Background: an optimization exercise with open tools, aiming at small area, a short achievable clock period and few clock cycles per item. Do not read the settings as production practice. Where RTL was checked, it was by simulation tests only, not by an equivalence proof against the original. Only the layout flow was run in run 1; the RTL was not checked for function there. Power is estimated from default activity; no workload was simulated.

**flow/config.mk**
```make
export PLATFORM = sky130hd
export DESIGN_NAME = bsc_fxu
export DESIGN_NICKNAME = bsc_fxu
export VERILOG_FILES = /design/flow/design.v
export SDC_FILE = /design/flow/constraint.sdc
export NUM_CORES = 4
export LEC_CHECK = 0
export CAP_MARGIN = 20
export CORE_MARGIN = 2
export CORE_UTILIZATION = 40
export SLEW_MARGIN = 20
```
**flow/constraint.sdc**
```tcl
create_clock -name core_clock -period 13.0 [get_ports {clk}]
set_input_delay 2.6000 -clock core_clock [delete_from_list [all_inputs] [get_ports {clk}]]
set_output_delay 2.6000 -clock core_clock [all_outputs]
set_load 0.01 [all_outputs]
```
**flow/design.v**
```verilog
module bsc_fxu (
    input  wire        clk,
    input  wire        rst,         
    input  wire        cmd_valid,
    output wire        cmd_ready,
    input  wire [31:0] cmd,
    input  wire [31:0] arg0,
    input  wire [31:0] arg1,
    output reg         done,
    output reg  [3:0]  err,
    output reg  [31:0] res0,
    output reg  [31:0] res1,
    output reg  [31:0] res2
);
    localparam integer R_MUL  = 4;                   
    localparam integer R_DIV  = 3;                   
    localparam integer DSTEPS = ((33 + R_DIV - 1) / R_DIV) * R_DIV;   
    localparam integer XW     = (DSTEPS > 33) ? DSTEPS : 33;
    localparam integer MW     = 34 + R_MUL;          
    localparam [2:0] E_NONE     = 3'd0;
    localparam [2:0] E_INVALID  = 3'd1;
    localparam [2:0] E_DIV0     = 3'd3;
    localparam [2:0] E_OVERFLOW = 3'd4;
    localparam [2:0] E_ILLEGAL  = 3'd5;
    reg          busy;           
    reg          ph_exec;        
    reg          ph_mul;         
    reg          ph_div;         
    reg          ph_fin;         
    reg          ph_flt;         
    reg  [4:0]   cnt;            
    reg          o_tofix, o_toflt, o_fromi, o_add, o_sub, o_mul, o_div, o_int;
    reg          o_frac, o_step, o_center, o_origin, o_clamp, o_neigh, o_nop;
    reg  [2:0]   err_q;
    reg          k_mres;         
    reg          k_cen;          
    reg          sgn;
    reg  [32:0]  R;              
    reg  [XW-1:0] X;             
    reg  [31:0]  Y;              
    assign cmd_ready = !busy;
    wire [31:0] a = X[31:0];
    wire [31:0] b = Y;
    wire b_size = !b[31] && (b[30:15] == 16'd0) && (b[14:0] != 15'd0);
    wire a_size = !a[31] && (a[30:15] == 16'd0) && (a[14:0] != 15'd0);
    wire map_ok = !a[31] && (a[30:15] == 16'd0) && (a[14:0] != 15'h7FFF) &&
                  !b[31] && (b != 32'd0);
    wire [32:0] as_r   = {a[31], a} + ({b[31], b} ^ {33{o_sub}}) + {32'd0, o_sub};
    wire        as_ovf = as_r[32] ^ as_r[31];
    wire fromi_ok = (a[31:15] == 17'd0) || (a[31:15] == 17'h1FFFF);
    wire [14:0] bm1     = b[14:0] - 15'd1;
    wire        a_ge_b  = (a[30:15] != 16'd0) || (a[14:0] >= b[14:0]);
    wire [31:0] clamp_r = a[31] ? 32'd0 : (a_ge_b ? {17'd0, bm1} : a);
    wire        ni_ge_n  = (a[30:16] >= b[14:0]);
    wire        ni_ge_n1 = (a[30:16] >= bm1);
    wire [14:0] ni_p1    = a[30:16] + 15'd1;
    wire [14:0] neigh_r0 = a[31] ? 15'd0 : (ni_ge_n  ? bm1 : a[30:16]);
    wire [14:0] neigh_r1 = a[31] ? 15'd0 : (ni_ge_n1 ? bm1 : ni_p1);
    wire        f_s = a[31];
    wire [7:0]  f_e = a[30:23];
    wire [22:0] f_m = a[22:0];
    wire        f_nan = (f_e == 8'hFF) && (f_m != 23'd0);
    wire        f_inf = (f_e == 8'hFF) && (f_m == 23'd0);
    wire [23:0] f_mant = (f_e == 8'd0) ? {1'b0, f_m} : {1'b1, f_m};
    wire signed [9:0] f_sh = (f_e == 8'd0) ? -10'sd133 : ($signed({2'b00, f_e}) - 10'sd134);
    reg  [31:0] tofix_mag;
    reg         tofix_lost;
    reg         tofix_big;
    reg  [9:0]  rsh;
    always @* begin
        tofix_mag  = 32'd0;
        tofix_lost = 1'b0;
        tofix_big  = 1'b0;
        rsh        = 10'd0;
        if (f_sh >= 10'sd8) begin
            tofix_big = 1'b1;
            tofix_mag = 32'h8000_0000;
        end else if (f_sh >= 10'sd0) begin
            tofix_mag = {8'd0, f_mant} << f_sh[2:0];
        end else begin
            rsh = -f_sh;
            if (rsh >= 10'd32) begin
                tofix_mag  = 32'd0;
                tofix_lost = (f_mant != 24'd0);
            end else begin
                tofix_mag  = {8'd0, f_mant} >> rsh[4:0];
                tofix_lost = (({8'd0, f_mant} << (6'd32 - {1'b0, rsh[4:0]})) != 32'd0);
            end
        end
    end
    wire        tofix_ovf = tofix_big && !(f_s && (f_sh == 10'sd8) && (f_mant == 24'h800000));
    wire [31:0] tofix_r = f_s ? ((~tofix_mag) + {31'd0, !tofix_lost}) : tofix_mag;
    wire [31:0] abs_a = a[31] ? (32'd0 - a) : a;
    wire [31:0] abs_b = b[31] ? (32'd0 - b) : b;
    reg  [4:0]  t_lz;
    integer     i;
    always @* begin
        t_lz = 5'd0;
        for (i = 0; i < 32; i = i + 1)
            if (abs_a[i]) t_lz = 5'd31 - i[4:0];
    end
    wire [31:0] t_norm = X[31:0] << Y[4:0];
    wire        t_rest = (t_norm[7:0] != 8'd0);
    wire [7:0]  t_exp  = 8'd142 - {3'd0, Y[4:0]};
    wire [30:0] t_body = {t_exp, t_norm[30:8]} + {30'd0, sgn & t_rest};
    wire [31:0] toflt_r = (X[31:0] == 32'd0) ? 32'd0 : {sgn, t_body};
    wire        m_last = ph_mul && (cnt == 5'd0);
    wire signed [MW-1:0] m_r  = {{(MW-33){R[32]}}, R};
    wire signed [MW-1:0] m_k  = (ph_exec && o_center) ? -32768 : 0;
    wire signed [MW-1:0] m_y  = {{(MW-32){Y[31]}}, Y};
    wire        m_neg = m_last & X[R_MUL-1];
    wire signed [MW-1:0] m_pp0 = X[0] ? (m_y <<< 0) : {MW{1'b0}};
    wire signed [MW-1:0] m_pp1 = X[1] ? (m_y <<< 1) : {MW{1'b0}};
    wire signed [MW-1:0] m_pp2 = X[2] ? (m_y <<< 2) : {MW{1'b0}};
    wire signed [MW-1:0] m_pp3 = X[3] ? ((m_y ^ {MW{m_neg}}) <<< 3) : {MW{1'b0}};
    integer j;
    wire signed [MW-1:0] m_ci = m_neg ? (1 <<< (R_MUL - 1)) : 0;
    wire signed [MW-1:0] m_sum = m_r + m_k + m_ci + m_pp0 + m_pp1 + m_pp2 + m_pp3;
    reg [31:0]   d_rem;
    reg [XW-1:0] d_x;
    reg [32:0]   d_t;
    always @* begin
        d_rem = R[31:0];
        d_x   = X;
        for (j = 0; j < R_DIV; j = j + 1) begin
            d_t = {d_rem, d_x[DSTEPS-1]} - {1'b0, Y};
            if (!d_t[32]) d_rem = d_t[31:0];
            else          d_rem = {d_rem[30:0], d_x[DSTEPS-1]};
            d_x = {d_x[XW-2:0], !d_t[32]};
        end
    end
    wire [DSTEPS-1:0] q = X[DSTEPS-1:0];
    wire        div_ovf = (q[DSTEPS-1:32] != 0) || (q[31] && (!sgn || (q[30:0] != 31'd0)));
    wire [31:0] div_r   = sgn ? (32'd0 - q[31:0]) : q[31:0];
    wire [7:0] opc = cmd[7:0];
    wire       hz  = (cmd[31:8] == 24'd0);
    always @(posedge clk) begin
        if (rst) begin
            busy    <= 1'b0;
            done    <= 1'b0;
            ph_exec <= 1'b0;
            ph_mul  <= 1'b0;
            ph_div  <= 1'b0;
            ph_fin  <= 1'b0;
            ph_flt  <= 1'b0;
        end else begin
            done    <= 1'b0;
            ph_exec <= 1'b0;
            if (!busy) begin
                if (cmd_valid) begin
                    busy    <= 1'b1;
                    ph_exec <= 1'b1;
                end
            end else if (ph_exec) begin
                if (o_mul || ((o_center || o_origin) && map_ok)) begin
                    ph_mul <= 1'b1;
                end else if (o_div && (b != 32'd0) || o_step && a_size && b_size) begin
                    ph_div <= 1'b1;
                end else if (o_toflt) begin
                    ph_flt <= 1'b1;
                end else begin
                    busy <= 1'b0;
                    done <= 1'b1;
                end
            end else if (ph_mul || ph_div) begin
                if (cnt == 5'd0) begin
                    ph_mul <= 1'b0;
                    ph_div <= 1'b0;
                    if (ph_div) begin
                        ph_fin <= 1'b1;
                    end else begin
                        busy <= 1'b0;
                        done <= 1'b1;
                    end
                end
            end else begin  
                ph_fin <= 1'b0;
                ph_flt <= 1'b0;
                busy   <= 1'b0;
                done   <= 1'b1;
            end
        end
    end
    always @(posedge clk) begin
        if (!busy) begin
            if (cmd_valid) begin
                o_nop    <= hz && (opc == 8'h00);
                o_tofix  <= hz && (opc == 8'h10);
                o_toflt  <= hz && (opc == 8'h11);
                o_fromi  <= hz && (opc == 8'h12);
                o_add    <= hz && (opc == 8'h13);
                o_sub    <= hz && (opc == 8'h14);
                o_mul    <= hz && (opc == 8'h15);
                o_div    <= hz && (opc == 8'h16);
                o_int    <= hz && (opc == 8'h17);
                o_frac   <= hz && (opc == 8'h18);
                o_step   <= hz && (opc == 8'h20);
                o_center <= hz && (opc == 8'h21);
                o_origin <= hz && (opc == 8'h22);
                o_clamp  <= hz && (opc == 8'h23);
                o_neigh  <= hz && (opc == 8'h24);
                X        <= {{(XW-32){1'b0}}, arg0};
                Y        <= arg1;
                R        <= (hz && (opc == 8'h21)) ? {2'b00, arg1[31:1]} : 33'd0;
                k_mres   <= 1'b0;
            end
        end else if (ph_exec) begin
            err_q <= E_NONE;
            cnt   <= o_mul ? (32 / R_MUL - 2) : (16 / R_MUL - 2);
            sgn   <= a[31] ^ b[31];
            k_cen <= o_center;
            if (o_mul || ((o_center || o_origin) && map_ok)) begin
                R      <= m_sum[MW-1:R_MUL];
                X      <= {{(XW-32){1'b0}}, m_sum[R_MUL-1:0], X[31:R_MUL]};
                k_mres <= (16 / R_MUL == 1) && !o_mul;
            end else if (o_div && (b != 32'd0) || o_step && a_size && b_size) begin
                R   <= {1'b0, abs_a >> (DSTEPS - 16)};
                X   <= {abs_a[DSTEPS-17:0], 16'd0};
                Y   <= abs_b;
                cnt <= DSTEPS / R_DIV - 1;
            end else if (o_toflt) begin
                X      <= {{(XW-32){1'b0}}, abs_a};
                Y      <= {27'd0, t_lz};
                sgn    <= a[31];
            end else begin
                X <= {XW{1'b0}};
                Y <= 32'd0;
                if (o_tofix) begin
                    if (f_nan)                   err_q <= E_INVALID;
                    else if (f_inf || tofix_ovf) err_q <= E_OVERFLOW;
                    else                         X[31:0] <= tofix_r;
                end else if (o_fromi) begin
                    if (fromi_ok) X[31:0] <= {a[15:0], 16'd0};
                    else          err_q   <= E_OVERFLOW;
                end else if (o_add || o_sub) begin
                    if (!as_ovf) X[31:0] <= as_r[31:0];
                    else         err_q   <= E_OVERFLOW;
                end else if (o_int) begin
                    X[31:0] <= {{16{a[31]}}, a[31:16]};
                end else if (o_frac) begin
                    X[31:0] <= {16'd0, a[15:0]};
                end else if (o_clamp) begin
                    if (b_size) X[31:0] <= clamp_r;
                    else        err_q   <= E_INVALID;
                end else if (o_neigh) begin
                    if (b_size) begin
                        X[31:0] <= {17'd0, neigh_r0};
                        Y       <= {1'b0, neigh_r1, a[15:0]};
                    end else begin
                        err_q <= E_INVALID;
                    end
                end else if (o_center || o_origin || o_step) begin
                    err_q <= E_INVALID;
                end else if (o_div) begin
                    err_q <= E_DIV0;
                end else if (!o_nop) begin
                    err_q <= E_ILLEGAL;
                end
            end
        end else if (ph_mul) begin
            cnt    <= cnt - 5'd1;
            R      <= m_sum[MW-1:R_MUL];
            X      <= {{(XW-32){1'b0}}, m_sum[R_MUL-1:0], X[31:R_MUL]};
            k_mres <= (cnt == 5'd0);
        end else if (ph_div) begin
            cnt <= cnt - 5'd1;
            R   <= {1'b0, d_rem};
            X   <= d_x;
        end else if (ph_fin) begin
            Y <= 32'd0;
            X <= {XW{1'b0}};
            if (div_ovf) err_q   <= E_OVERFLOW;
            else         X[31:0] <= div_r;
        end else if (ph_flt) begin
            X <= {{(XW-32){1'b0}}, toflt_r};
            Y <= 32'd0;
        end
    end
    wire mul_ovf = k_cen ? (!R[32] && ((R[31:15] != 17'd0) || ((&R[14:0]) && X[31])))
                         : !((R[32:15] == 18'd0) || (&R[32:15]));
    always @* begin
        if (k_mres) begin
            err  = mul_ovf ? {1'b0, E_OVERFLOW} : 4'd0;
            res0 = mul_ovf ? 32'd0 : {R[15:0], X[31:16]};
            res1 = 32'd0;
            res2 = 32'd0;
        end else begin
            err  = {1'b0, err_q};
            res0 = X[31:0];
            res1 = {17'd0, Y[30:16]};
            res2 = {16'd0, Y[15:0]};
        end
    end
endmodule
```
**flow/run.sh**
```bash
#!/bin/bash
# synth_recipe.tcl (not shown) runs the flow's synth.tcl, then flattens the netlist and writes it again
# the make line also repeats each setting of config.mk as NAME=value (left out here)
make -C /OpenROAD-flow-scripts/flow DESIGN_CONFIG=/design/flow/config.mk WORK_HOME=/design/flow/orfs CLKGATE_MAP_FILE= SYNTH_SCRIPT=/design/flow/synth_recipe.tcl finish
```
==> results of run 1 <==
## sequential cells by signal, summed over array words and instances, names as in the netlist, 3 cells and up
name and flops:
Y 32, R 33, X 33, cnt 5, err_q 3
## cell usage in the layout, fill, tap and decap left out, types with 62 or more instances in the layout
master	netlist	layout
sky130_fd_sc_hd__a21o_1	85	85
sky130_fd_sc_hd__a21oi_1	325	325
sky130_fd_sc_hd__a31oi_1	63	62
sky130_fd_sc_hd__buf_4	47	112
sky130_fd_sc_hd__clkdlybuf4s50_1	0	166
sky130_fd_sc_hd__edfxtp_1	124	124
sky130_fd_sc_hd__fa_1	123	123
sky130_fd_sc_hd__ha_1	242	241
sky130_fd_sc_hd__inv_1	292	290
sky130_fd_sc_hd__mux2i_1	93	93
sky130_fd_sc_hd__nand2_1	401	399
sky130_fd_sc_hd__nand3_1	119	119
sky130_fd_sc_hd__nor2_1	412	409
sky130_fd_sc_hd__nor3_1	90	88
sky130_fd_sc_hd__o21ai_0	267	267
sky130_fd_sc_hd__xnor2_1	263	262
sky130_fd_sc_hd__xor2_1	105	104
## worst register-to-register path: cells and delay by family, from the launching register on
family | cells | cell delay, ns
flip-flops | 1 | 0.88
adder cells (fa/ha/maj) | 3 | 1.05
buffers and inverters | 4 | 1.07
XOR/XNOR | 2 | 0.77
AO/OA/AOI/OAI | 19 | 5.71
AND/OR/NAND/NOR | 5 | 1.60
multiplexers | 2 | 0.61
## power by group
part / switching [mW] / internal, mW / leakage [nW]
combinational: 6.97 / 4.52 / 13.0
clock: 0.220 / 0.317 / 0.288
sequential: 0.207 / 0.586 / 1.28
total: 7.40 / 5.43 / 14.5
## metal layers
| metal | track usage | vias up | wire length, um |
|---|---|---|---|
| met5 | 0.00170 | - | 126 |
| met3 | 0.111 | 558 | 23400 |
| met1 | 0.535 | 18004 | 68700 |
| met2 | 0.548 | 2827 | 67500 |
| li1 | - | 15826 | - |
| met4 | 0.172 | 18 | 9360 |
## layout make-up
cell class,count,share of cell area
Clock buffer,20,0.0121
Antenna cell,4,0.000277
Tap cell,1070,0.0370
Sequential cell,131,0.107
Clock inverter,10,0.00440
Multi-Input combinational cell,3631,0.738
Inverter,308,0.0320
Timing Repair Buffer,278,0.0693
## worst paths after layout
path	startpoint	to	slack [ns]	cells past startpoint
min reg2reg	ph_flt$_SDFFE_PP0P_	ph_flt$_SDFFE_PP0P_	0.53	2
min	ph_flt$_SDFFE_PP0P_	ph_flt$_SDFFE_PP0P_	0.53	2
max reg2reg	Y[2]$_DFFE_PP_	R[25]$_DFFE_PP_	1.05	35
max	Y[2]$_DFFE_PP_	R[25]$_DFFE_PP_	1.05	35
## cells by family (layout without fill, tap and decap cells)
family                     after synthesis  in the layout  share of synthesized area
DFF                                    131            131                      0.117
other                                    1             38                   0.000114
and+or+nand+nor                       1377           1377                      0.198
buffers and inverters                  640            616                     0.0808
muxes                                  190            190                     0.0771
AOI/OAI and AO/OA                     1295           1295                      0.261
adders and majority gates              365            365                      0.166
xor gates and xnor gates               370            370                     0.0991
## metrics by stage
step	setup WS, ns	power (mW)	instance area [um2]
after floorplan	2.58	9.04	33100
after global placement	1.53	11.9	35500
after detailed placement	1.26	11.9	35500
after CTS	1.20	12.5	36100
after global routing	0.275	13.8	36100
final	1.05	12.8	36100
==> run summary, run 1 <==
The required time of the worst setup path came out at 13.20 ns. The number of buffers and inverters on the critical path is 4. For this run, the number of Yosys warnings is 1. The fraction of final layout cells with drive strength greater than 1 came out at 0.0717. The via count of the first global-routing pass came out at between 30000 and 40000.

The total count of hold-check failures in the final report is 0. The estimated wirelength of the detail-placed design is ~130000 um. The final setup violation count came out at 0.

The area share of the largest cell type after synthesis came out at 0.113. By count the netlist is led by 412 x sky130_fd_sc_hd__nor2_1, 401 x sky130_fd_sc_hd__nand2_1, 325 x sky130_fd_sc_hd__a21oi_1. The remaining global-route overflow came out at 0. The library cell contributing the largest single delay on the critical path is sky130_fd_sc_hd__edfxtp_1. The critical path arrival is 12.15 ns.

The routed wire length is roughly 170000 um. The remaining design rule violation count came out at 0. The worst hold slack is 0.533 ns.

The kind of end point of the critical path is a register. The starting utilization of the core area came out at 0.403. The die covers 84800 um2. The floorplan die height is 291 um. Max-cap violations in this run came to 0. The final net count is just under 5000. The most common cell in the synthesized netlist is sky130_fd_sc_hd__nor2_1. Setup repair after global routing left no endpoint under its margin. The kind of cell with the highest combined delay along the critical path is compound AO/OA/AOI/OAI gates. The type of element launching the critical path is a register.

Clock skew on the completed layout was measured at 0.0252 ns. The worst slew margin relative to its limit is 0.126. The multi-input gate area in the final layout came out at 26700 um2. The I/O pin count came out at 201. In the synthesized netlist, the number of instances is roughly 4400.

The worst IR drop on VDD is 701 uV. The final RePlAce weighted congestion is 1.06. Relative to the synthesized area, the layout overhead comes to 9.58%. For this run, the detailed router's first-pass iteration total came to 9. The CTS buffer count came out at 17. The maximum clock frequency came out at 83.7 MHz. Synthesis inferred 131 register bits.

On the worst path, the slowest cell contributes a delay of 0.88 ns. Dividing the final minimum period by the clock period gives 0.919. Using the TritonRoute via totals, the vias-per-cell ratio works out to 6.83. The number of clock sinks seen by CTS came out at about 130. The worst path in the final design needs a cycle of around 12 ns, including I/O delays and setup. The run finished with no timing, DRC or antenna violations. The maximum buffer depth of the clock tree is 2. Sorting the synthesized cells by area gives the leading types as sky130_fd_sc_hd__edfxtp_1 11%, sky130_fd_sc_hd__ha_1 9.2%, sky130_fd_sc_hd__fa_1 7.5%, sky130_fd_sc_hd__xnor2_1 7.0%, sky130_fd_sc_hd__a21oi_1 4.9%. Clock tree synthesis selected as its root buffer the cell sky130_fd_sc_hd__clkbuf_16.

Of the synthesized area, sequential elements account for 0.117. The mean post-synth cell area is 7.55 um2. In this run the core area contains between 100 and 150 standard-cell rows. The region available for standard cell placement spans 81800 um2. The x dimension of the die came out at 291 um.

Counting tap cells, the placed design contains a total of approximately 5400 instances. Summed over all instances, the cell type with the most area after synthesis is sky130_fd_sc_hd__edfxtp_1. Once layout is complete, the cells apart from fillers number 5452. Input and output buffers added on the ports amount to 166. The number of synthesized flops with an enable pin is 124. The share of synthesized registers carrying an async set or reset came out at 0.

The min-delay analysis places its worst path in the category reg -> reg. For this design, the CTS-stage hold fixing added 0 buffers. The insertion delay to the later sink of the worst-skew pair is 0.51 ns. The via total after detailed routing is 37233. The post-CTS setup buffer count came out at 0. The static leakage came out at 14.5 nW. The post-CTS clock slew at the launch and capture registers of the worst setup and hold paths is 0.07 ns. In the synthesized netlist the dominant register cell turns out to be sky130_fd_sc_hd__edfxtp_1. In this run the worst path has a maximum fanout of 30.

The final count of pins violating max slew is 0. The distinct cell type count of the synthesized netlist came out at 111. The antenna violation net count after detailed routing came out at 0. In the final timing run, aggregate negative setup slack is 0 ns. Entering global routing, the biggest net connects 72 pins. The global-route wire length before repair came out at 241000 um. The critical path in this run is classified as reg -> reg. The number of gates resized after CTS is 0. The routed wire length per instance is 31.0 um. The power per unit of standard cell area came out at 355 nW/um2. TritonCTS built the clock tree.

The first routing iteration left 6049 violations. For this run, the total global-route usage over all layers was measured as 0.385. At the pin with the least slew margin, the transition time is 1.28 ns.

The number of filler cells placed in the layout came out at 8465. The initial antenna violation count came out at 13. The post-layout utilization of the core is 0.441.

Registers take 3870 um2. The number of H-tree levels is 4. The cell area that synthesis handed to floorplanning was ~33000 um2.
==> run 2: changes to the inputs <==
--- a/flow/design.v
+++ b/flow/design.v
@@ -13,7 +13,7 @@
     output reg  [31:0] res2
 );
     localparam integer R_MUL  = 4;                   
-    localparam integer R_DIV  = 3;                   
+    localparam integer R_DIV  = 2;                   
     localparam integer DSTEPS = ((33 + R_DIV - 1) / R_DIV) * R_DIV;   
     localparam integer XW     = (DSTEPS > 33) ? DSTEPS : 33;
     localparam integer MW     = 34 + R_MUL;          
@@ -45,14 +45,29 @@
     wire a_size = !a[31] && (a[30:15] == 16'd0) && (a[14:0] != 15'd0);
     wire map_ok = !a[31] && (a[30:15] == 16'd0) && (a[14:0] != 15'h7FFF) &&
                   !b[31] && (b != 32'd0);
-    wire [32:0] as_r   = {a[31], a} + ({b[31], b} ^ {33{o_sub}}) + {32'd0, o_sub};
+    reg  [32:0] as_x;
+    reg         as_s;
+    always @* begin
+        as_x = {a[31], a};
+        as_s = o_sub | o_clamp;
+        if (o_neigh) begin
+            as_x = {{17{a[31]}}, a[31:16]};
+            as_s = 1'b1;
+        end
+        if (o_div | o_step) begin
+            as_x = 33'd0;
+            as_s = b[31];
+        end
+    end
+    wire [32:0] as_r   = as_x + ({b[31], b} ^ {33{as_s}}) + {32'd0, as_s};
     wire        as_ovf = as_r[32] ^ as_r[31];
+    wire [31:0] abs_b  = as_r[31:0];
     wire fromi_ok = (a[31:15] == 17'd0) || (a[31:15] == 17'h1FFFF);
     wire [14:0] bm1     = b[14:0] - 15'd1;
-    wire        a_ge_b  = (a[30:15] != 16'd0) || (a[14:0] >= b[14:0]);
+    wire        a_ge_b  = !as_r[32];
     wire [31:0] clamp_r = a[31] ? 32'd0 : (a_ge_b ? {17'd0, bm1} : a);
-    wire        ni_ge_n  = (a[30:16] >= b[14:0]);
-    wire        ni_ge_n1 = (a[30:16] >= bm1);
+    wire        ni_ge_n  = !as_r[32];
+    wire        ni_ge_n1 = !as_r[32] || (&as_r);
     wire [14:0] ni_p1    = a[30:16] + 15'd1;
     wire [14:0] neigh_r0 = a[31] ? 15'd0 : (ni_ge_n  ? bm1 : a[30:16]);
     wire [14:0] neigh_r1 = a[31] ? 15'd0 : (ni_ge_n1 ? bm1 : ni_p1);
@@ -84,14 +99,32 @@
                 tofix_lost = (f_mant != 24'd0);
             end else begin
                 tofix_mag  = {8'd0, f_mant} >> rsh[4:0];
-                tofix_lost = (({8'd0, f_mant} << (6'd32 - {1'b0, rsh[4:0]})) != 32'd0);
+                tofix_lost = ((f_mant & ~({24{1'b1}} << rsh[4:0])) != 24'd0);
             end
         end
     end
     wire        tofix_ovf = tofix_big && !(f_s && (f_sh == 10'sd8) && (f_mant == 24'h800000));
-    wire [31:0] tofix_r = f_s ? ((~tofix_mag) + {31'd0, !tofix_lost}) : tofix_mag;
-    wire [31:0] abs_a = a[31] ? (32'd0 - a) : a;
-    wire [31:0] abs_b = b[31] ? (32'd0 - b) : b;
+    wire [31:0] t_norm = X[31:0] << Y[4:0];
+    wire        t_rest = (t_norm[7:0] != 8'd0);
+    wire [7:0]  t_exp  = 8'd142 - {3'd0, Y[4:0]};
+    wire [DSTEPS-1:0] q = X[DSTEPS-1:0];
+    wire        div_ovf = (q[DSTEPS-1:32] != 0) || (q[31] && (!sgn || (q[30:0] != 31'd0)));
+    reg  [31:0] u_v;
+    reg         u_inv;
+    reg         u_cin;
+    always @* begin
+        if (ph_fin) begin
+            u_v = q[31:0]; u_inv = sgn; u_cin = sgn;
+        end else if (ph_flt) begin
+            u_v = {1'b0, t_exp, t_norm[30:8]}; u_inv = 1'b0; u_cin = sgn & t_rest;
+        end else if (o_tofix) begin
+            u_v = tofix_mag; u_inv = f_s; u_cin = f_s & !tofix_lost;
+        end else begin
+            u_v = a; u_inv = a[31]; u_cin = a[31];
+        end
+    end
+    wire [31:0] u_out = (u_v ^ {32{u_inv}}) + {31'd0, u_cin};
+    wire [31:0] abs_a = u_out;
     reg  [4:0]  t_lz;
     integer     i;
     always @* begin
@@ -99,11 +132,6 @@
         for (i = 0; i < 32; i = i + 1)
             if (abs_a[i]) t_lz = 5'd31 - i[4:0];
     end
-    wire [31:0] t_norm = X[31:0] << Y[4:0];
-    wire        t_rest = (t_norm[7:0] != 8'd0);
-    wire [7:0]  t_exp  = 8'd142 - {3'd0, Y[4:0]};
-    wire [30:0] t_body = {t_exp, t_norm[30:8]} + {30'd0, sgn & t_rest};
-    wire [31:0] toflt_r = (X[31:0] == 32'd0) ? 32'd0 : {sgn, t_body};
     wire        m_last = ph_mul && (cnt == 5'd0);
     wire signed [MW-1:0] m_r  = {{(MW-33){R[32]}}, R};
     wire signed [MW-1:0] m_k  = (ph_exec && o_center) ? -32768 : 0;
@@ -129,9 +157,6 @@
             d_x = {d_x[XW-2:0], !d_t[32]};
         end
     end
-    wire [DSTEPS-1:0] q = X[DSTEPS-1:0];
-    wire        div_ovf = (q[DSTEPS-1:32] != 0) || (q[31] && (!sgn || (q[30:0] != 31'd0)));
-    wire [31:0] div_r   = sgn ? (32'd0 - q[31:0]) : q[31:0];
     wire [7:0] opc = cmd[7:0];
     wire       hz  = (cmd[31:8] == 24'd0);
     always @(posedge clk) begin
@@ -228,7 +253,7 @@
                 if (o_tofix) begin
                     if (f_nan)                   err_q <= E_INVALID;
                     else if (f_inf || tofix_ovf) err_q <= E_OVERFLOW;
-                    else                         X[31:0] <= tofix_r;
+                    else                         X[31:0] <= u_out;
                 end else if (o_fromi) begin
                     if (fromi_ok) X[31:0] <= {a[15:0], 16'd0};
                     else          err_q   <= E_OVERFLOW;
@@ -270,9 +295,9 @@
             Y <= 32'd0;
             X <= {XW{1'b0}};
             if (div_ovf) err_q   <= E_OVERFLOW;
-            else         X[31:0] <= div_r;
+            else         X[31:0] <= u_out;
         end else if (ph_flt) begin
-            X <= {{(XW-32){1'b0}}, toflt_r};
+            X <= {{(XW-32){1'b0}}, (X[31:0] == 32'd0) ? 32'd0 : {sgn, u_out[30:0]}};
             Y <= 32'd0;
         end
     end
==> run summary, run 2 <==
The power per unit of standard cell area came out at 232 nW/um2. The maximum number of pins on one net before global-route repair came out at 65. For this run, the number of Yosys warnings is 1. The global-route wire length before repair came out at 237000 um.

The insertion delay to the later sink of the worst-skew pair is 0.50 ns. The sum of negative setup slack is 0 ns. By area the synthesized netlist is led by sky130_fd_sc_hd__edfxtp_1 12%, sky130_fd_sc_hd__fa_1 8.1%, sky130_fd_sc_hd__ha_1 6.3%, sky130_fd_sc_hd__xnor2_1 6.3%, sky130_fd_sc_hd__nor2_1 5.0%. Across the run, the number of max-cap violations was 0.

The number of H-tree levels came out at 4. The largest registers in the layout are X: 34 flops, R: 33 flops, Y: 32 flops. In this run the remaining antenna-violating nets after routing total 0. The path class of the tightest hold or removal check is reg -> reg. The maximum buffer depth of the clock tree is 2.

The most used standard cell by instance count after synthesis is sky130_fd_sc_hd__nor2_1. The share of synthesized registers carrying an async set or reset is 0. The worst reg-to-reg path cell count is 33. The library cell used most frequently in the layout, excluding fill and tap cells, is sky130_fd_sc_hd__nor2_1. In this run, synthesis inferred 125 flip-flops with an integrated enable. The startpoint identified for the worst register-to-register timing path is Y[1]$_DFFE_PP_. The distinct cell type count of the synthesized netlist came out at 119. The critical path starts at Y[1]$_DFFE_PP_. Setup repair after global routing left no endpoint under its margin. Of all nets on the critical path, the largest fanout is 54.

The kind of cell with the highest combined delay along the critical path is compound AO/OA/AOI/OAI gates. The run finished with no timing, DRC or antenna violations. The via total after detailed routing is 34779.

The worst hold path was traced through 0 stages. More flip-flops sit in one register than any other, and that register is X. The detailed router finished its first iteration with ~5600 violations. The area share of the largest cell type after synthesis is 0.124. The endpoint of the worst hold path is k_cen$_DFFE_PP_. The final count of pins violating max slew came out at 0. The CTS buffer count is 17.

The final net count is 4396. After clock tree synthesis, the setup repair step added 0 buffers. The worst register-to-register path ends at R[0]$_DFFE_PP_. STA classifies the critical path startpoint as a register.

The critical path arrival came out at 10.75 ns. The number of placed cells counting well taps is slightly below 5000. For this design, the CTS-stage hold fixing added 0 buffers. The synthesis-to-finish area growth is 10.3%. The via count of the first global-routing pass is ~33000.

The register with the most flip-flops in the layout has 34 of them. The overall fraction of global-route tracks in use came out at 0.419. Clock-pin slew was measured on the worst setup and hold paths at 0.08 ns. The routed wire length per instance came out at 33.4 um. The total count of hold-check failures in the final report came out at 0.

The worst pin sits at a relative slew slack of 0.138. The final setup violation count is 0. The synthesized design spends more area on one cell type than any other, namely sky130_fd_sc_hd__edfxtp_1. Summed over all nets, the half-perimeter wirelength after detailed placement is between 100000 and 150000 um. The measured slew at the worst slew-check pin is 1.28 ns. The port buffer count is 166. For this run, the leading register cell type out of synthesis is sky130_fd_sc_hd__edfxtp_1. The static leakage is between 10 and 15 nW. The setup path with the least slack is of type reg -> reg.

Counting every instance in the synthesized netlist gives roughly 4000. The synthesized netlist occupies a cell area of 30200 um2. 201 I/O pins were placed. Among the stages of the critical path, the cell type that occurs most often is sky130_fd_sc_hd__o21ai_0. Measured along the x axis, the die boundary spans 279 um. The ratio of final minimum period to clock period is 0.801. The final RePlAce weighted congestion is 1.06. STA puts the critical path data required time at 13.34 ns.

The initial antenna violation count came out at 13. The number of gates resized after CTS is 0. STA classifies the critical path endpoint as a register. The number of detailed-route iterations in the first pass came out at 7. The floorplan has 100 rows.

The start point of the worst hold path is o_center$_DFFE_PP_. The worst IR drop on VDD came out at 309 uV. The largest individual stage delay along the critical path comes from the cell sky130_fd_sc_hd__buf_4. For this run, the slowest stage of the critical path takes ~0.59 ns. The CTS tree is yes. The core footprint came out at 74600 um2. The critical path contains buffers and inverters numbering 4 combined.

The shortest clock period the worst path allows after layout is 10.42 ns. The fraction of final layout cells with drive strength greater than 1 is 0.0853. The share of the Yosys chip area taken by registers is 0.129.

The synthesized design contains 132 register bits. Dividing the detail-routed via count by the number of cells gives 6.95. The floorplan die height came out at 279 um. After filler insertion, the fill cell instance count of the layout stands at 7705. The maximum clock frequency is 96.0 MHz.

After detailed routing, the total wire length is 167000 um. The die footprint came out at 77700 um2. The starting utilization of the core area came out at 0.405.

The worst clock skew is 0.0173 ns. The tree built by TritonCTS fans out to 132 sinks. By count the netlist is led by 402 x sky130_fd_sc_hd__nor2_1, 342 x sky130_fd_sc_hd__nand2_1, 284 x sky130_fd_sc_hd__inv_1.

The remaining global-route overflow is 0. The average instance in the mapped netlist occupies 7.51 um2. The remaining design rule violation count came out at 0. The finished layout holds 5007 standard cells, fillers aside. The slack of the worst reg-to-reg path came out at between 2 and 3 ns. The cell at the root of the clock tree is sky130_fd_sc_hd__clkbuf_16.

The library cells used most frequently in the layout, excluding fill and tap cells, are 398 x sky130_fd_sc_hd__nor2_1, 340 x sky130_fd_sc_hd__nand2_1, 284 x sky130_fd_sc_hd__inv_1, 248 x sky130_fd_sc_hd__a21oi_1, 219 x sky130_fd_sc_hd__o21ai_0.
[run 2: kinds of logic after synthesis]
group,Yosys count,synth area share
AO/OA/AOI/OAI,1214,0.277
XOR/XNOR,261,0.0762
adder cells (fa/ha/maj),275,0.144
buffers and inverters,643,0.0895
flip-flops,132,0.129
multiplexers,160,0.0666
other,1,0.000124
AND/OR/NAND/NOR,1334,0.218
[run 2: cell type report]
type	count	area, um2	area share
antenna	3	7.51	0.000225
clock buffer	17	425	0.0128
clock inverter	15	173	0.00518
inverter	296	1110	0.0333
multi-input combinational	3278	23800	0.716
sequential	132	3900	0.117
tap	969	1210	0.0364
timing repair buffer	297	2640	0.0793
[run 2: how the worst max path moves through the flow]
stage	depth (start not counted)	slack, ns	to
3_5_place_dp	33	2.64	R[0]$_DFFE_PP_
3_3_place_gp	33	2.79	R[0]$_DFFE_PP_
2_1_floorplan	36	4.39	R[31]$_SDFFCE_PN0P_
4_1_cts	33	2.58	R[0]$_DFFE_PP_
5_1_grt	33	1.95	R[0]$_DFFE_PP_
6_report	33	2.58	R[0]$_DFFE_PP_
[run 2: worst reg2reg max path, delay by kind of cell (launching register included)]
family / cells / cell delay [ns]
DFF: 1 / 0.33
adders and majority gates: 2 / 0.89
and+or+nand+nor: 5 / 0.85
muxes: 2 / 0.89
buffers and inverters: 4 / 2.00
AOI/OAI and AO/OA: 19 / 4.90
xor gates and xnor gates: 1 / 0.37
[run 2: per-layer routing]
metal | track usage | share of wire | wire length [um] | up-vias
met2 | 0.569 | 0.38 | 63900 | 2723
met5 | 0.0100 | 0.00076 | 127 | -
met3 | 0.168 | 0.15 | 25000 | 610
met1 | 0.557 | 0.40 | 66800 | 16742
li1 | - | - | - | 14698
met4 | 0.234 | 0.069 | 11500 | 6
[run 2: report_power, final]
group / switching [mW] / internal [mW]
Combinational: 4.00 / 2.47
Clock: 0.265 / 0.277
Sequential: 0.137 / 0.568
Total: 4.40 / 3.31
[run 2: metrics by stage]
step | util | setup slack [ns] | hold WS, ns | instance area (um2) | total power [mW]
after floorplan | - | 4.39 | 0.460 | 30300 | 5.08
after global placement | 0.438 | 2.79 | 0.526 | 32700 | 6.95
after detailed placement | 0.438 | 2.64 | 0.519 | 32700 | 6.95
after CTS | 0.446 | 2.58 | 0.534 | 33300 | 7.52
after global routing | 0.447 | 1.95 | 0.572 | 33300 | 8.22
final | 0.447 | 2.58 | 0.537 | 33300 | 7.72
Testbench counts of run 2, summed over its fixed seeds: cycles 45,880, items 9,600.

## what the ideal ports hide
The results above use ideal ports. As a check the final layouts listed here were re-extracted and re-timed, cells and wires unchanged.
Step 1, drivers: a clkbuf_16 drives clk and a buf_2 each remaining input, both assumed.
Step 2 also shifts input and output timing later by t, the mid clock arrival at the registers, as if the neighbouring blocks saw the same clock.
a / b / c = no drivers / after step 1 / after step 2; a / b = the first two.
| run | t, ns | slack for setup (ns) | worst register clock-pin slew, ns |
|---|---|---|---|
| run 1 | 0.555 | 1.049 / 1.049 / 1.049 | 0.08 / 0.08 |
| run 2 | 0.554 | 2.581 / 2.581 / 2.581 | 0.08 / 0.08 |
After both steps setup and hold are still met in every run listed.
